This is an optimization exercise on Yosys and OpenROAD, whose aim is small area, a short achievable clock period and few clock cycles, not a production implementation.
In this exercise RTL edits were held to simulation tests only and were not proved equivalent to the original.
No activity file was given, so power comes from the tool's default toggle rates.

Design bkosc, start of the top module:
module bkosc (
    input  wire        clk,
    input  wire        rst,
    input  wire        cmd_valid,
    output wire        cmd_ready,
    input  wire [31:0] cmd_data,
    output wire        rsp_valid,
    input  wire        rsp_ready,
    output wire [31:0] rsp_data,
    output wire        pls_valid,
    input  wire        pls_ready,
    output wire [2:0]  pls_chan,
    output wire [31:0] pls_time,
    output wire [31:0] pls_delta
);
    localparam OP_SET_ATTR = 4'h1, OP_GET_ATTR = 4'h2, OP_GET_PTR = 4'h4,
               OP_RUN = 4'h5, OP_END = 4'h6, OP_RESET = 4'h7, OP_ATTACH = 4'h8,
               OP_DETACH = 4'h9;
    localparam [2:0] WF_SQUARE = 3'd1, WF_TRIANGLE = 3'd2, WF_NOISE = 3'd3,
                     WF_SAWTOOTH = 3'd4;    
    localparam [2:0] C_ATTR = 3'd6, C_VALUE = 3'd5, C_STATE = 3'd4, C_NCH = 3'd3;
    reg        attached;
    reg [3:0]  nch;
    reg [2:0]  waveform;
    reg [3:0]  duty;
    reg [30:0] period;
    reg [14:0] volume [0:7];
    reg signed [15:0] last [0:7];
    reg [7:0]  lz;          
    reg [32:0] g_t;         
    reg [4:0]  g_p;         
    reg [14:0] g_l;         
    reg        sl_full;
    reg [1:0]  sl_cnt;
    reg [3:0]  sl_op;
    reg [7:0]  sl_key;
    reg        sl_rsv;
    reg [31:0] sl_w1;
    reg        sl_w2b0;     
    reg        sl_w2hi;     
    localparam [1:0] R_IDLE = 2'd0, R_GEN = 2'd1, R_FIN = 2'd2;
    reg [1:0]  r_st;
    reg        run_rsp;     
    reg        g_tail;
    reg        g_final;
    reg [2:0]  g_ch;
    reg [3:0]  g_k;         
    reg        g_as;        
    reg [14:0] g_am;
    reg [32:0] end_r;
    reg        is_end;
    reg [32:0] t0;
    reg [4:0]  p0;
    reg [14:0] l0;
    reg [3:0]  k0;
    reg        as0;
    reg [14:0] am0;
    reg        m_v;
    reg [2:0]  m_ch;
    reg [31:0] m_t;
    reg        m_s;
    reg [14:0] m_xh, m_yh;   
    reg        m_c15;        
    reg        m_lonz;       
    reg [14:0] vol_cur;      
    reg        o_v;
    reg [2:0]  o_ch;
    reg [31:0] o_t;
    reg [16:0] o_d;
    reg        r_v;
    reg [31:0] r_d;
    reg        r_two;
    reg        r_zero;
    reg [4:0]  r_key;
    reg        q_v;         
  ...
For scale: ~730 flip-flops, roughly 140 I/O pins, ~48,000 um^2 of cells after synthesis.
clock: 15.0 ns
lec_check: 0
abc_clock_period_in_ps: 4000
cap_margin: 20
core_margin: 2
core_utilization: 40
place_density: 0.6
slew_margin: 20
standard.sh (not shown) runs the stock make flow with config.mk's settings and CLKGATE_MAP_FILE= SYNTH_SCRIPT=/design/flow/synth_recipe.tcl, a recipe that flattens the netlist after the stock synthesis.
==> flow/flow/run.sh <==
#!/bin/bash
# Standard ORFS layout, with timing repair aimed at a setup margin below the clock
# period (the SDC and its 15 ns clock are unchanged).
set -euo pipefail
bash standard.sh SETUP_SLACK_MARGIN=${FLOW_SETUP_MARGIN:-10} finish > standard_flow.log 2>&1
The first run completed without violations.
Testbench counts at the start, summed over its fixed seeds: cycles 48,118.
Rerun with:
CAP_MARGIN = 0   (was 20)
CORE_UTILIZATION = 50   (was 40)
PLACE_DENSITY = 0.65   (was 0.6)
SLEW_MARGIN = 0   (was 20)
Worst setup slack gets better by 0.074 ns.
Synthesized cell count does not change.
Global-route usage goes up by 5.6 points.
Via count goes up by 0.92%.
Routed wire length goes down by 1.4%.
Combinational power goes up by 11%.

---

Setup of run A:
bkosc again, from the RTL that the note above started with.
// bkosc
module bkosc (
    input  wire        clk,
    input  wire        rst,
    input  wire        cmd_valid,
    output wire        cmd_ready,
    input  wire [31:0] cmd_data,
    output wire        rsp_valid,
    input  wire        rsp_ready,
    output wire [31:0] rsp_data,
    output wire        pls_valid,
    input  wire        pls_ready,
    output wire [2:0]  pls_chan,
    output wire [31:0] pls_time,
    output wire [31:0] pls_delta
);
Settings: LEC_CHECK=0, ABC_CLOCK_PERIOD_IN_PS=4000, CAP_MARGIN=0, CORE_MARGIN=2, CORE_UTILIZATION=50, PLACE_DENSITY=0.65, SLEW_MARGIN=0; clock period 15.0 ns.
==> flow/flow/run.sh <==
#!/bin/bash
# Standard ORFS layout, with timing repair aimed at a setup margin below the clock
# period (the SDC and its 15 ns clock are unchanged).
set -euo pipefail
bash standard.sh SETUP_SLACK_MARGIN=${FLOW_SETUP_MARGIN:-8} finish > standard_flow.log 2>&1
Testbench counts of run A, summed over its fixed seeds: cycles 48,118.
Input-level comparison between run B and run A:
diff --git a/flow/flow/run.sh b/flow/flow/run.sh
--- a/flow/flow/run.sh
+++ b/flow/flow/run.sh
@@ -5 +5 @@
-bash standard.sh SETUP_SLACK_MARGIN=${FLOW_SETUP_MARGIN:-8} finish > standard_flow.log 2>&1
+bash standard.sh SETUP_SLACK_MARGIN=${FLOW_SETUP_MARGIN:-9.5} finish > standard_flow.log 2>&1
Notes after the runs:
- Total area of multi-input combinational cells of run B exceeds that of run A by a few percent.
- Going from run A to run B, met3 layer wire length in the routed design grew by more than 10%.
- Run B gives more core utilization than run A did.
- Run B against run A: fraction of the yosys area taken by sequential cells level; setup slack after layout moved up; critical path depth moved up.
- [compare] base=run A new=run B: number of setup violations in the final report about even; routed wire length went up by about 4%; area growth from synthesis to layout went up 5.4 points.
## Diff of input files: run C against run B
diff --git a/flow/flow/run.sh b/flow/flow/run.sh
--- a/flow/flow/run.sh
+++ b/flow/flow/run.sh
@@ -5 +5 @@
-bash standard.sh SETUP_SLACK_MARGIN=${FLOW_SETUP_MARGIN:-9.5} finish > standard_flow.log 2>&1
+bash standard.sh SETUP_SLACK_MARGIN=${FLOW_SETUP_MARGIN:-9} finish > standard_flow.log 2>&1
Results
Overall fraction of global-route tracks in use in run C is 0.64 points below run B. Run B vs run C, cell with the largest stage delay on the worst path: sky130_fd_sc_hd__fa_1 vs sky130_fd_sc_hd__fa_2. Run B was routed with more vias than run C. Relative to run B, run C improves worst relative slew slack. Clock share of power ends up lower on run B.

-- port drivers added, routing unchanged --
No port has a modelled driver above. Below, the same layouts with a new extraction and two added sets of constraints. Step 1 assumes that a clkbuf_16 drives the clock port and a buf_2 every other input. Step 2 also shifts input and output timing later by t, the mid clock arrival at the registers, as if the neighbouring blocks saw the same clock. Slacks: ideal ports / drivers / drivers and shift; pairs: ideal ports / drivers.
run	t, ns	setup slack, ns	worst slew at a driven data input, ns
the first run of note 1	0.733	8.990 / 8.990 / 8.615	0.04
the second run of note 1	0.739	9.064 / 9.064 / 8.452	0.08
run A	0.725	8.343 / 8.343 / 8.083	0.06
run B	0.728	9.097 / 9.097 / 8.546	0.07
run C	0.729	8.984 / 8.984 / 8.574	0.05
After both steps every run listed still meets setup and hold. The setup slack of the second run of note 1, which loses most, moves by 0.000 ns with the drivers and by -0.612 ns with both steps.
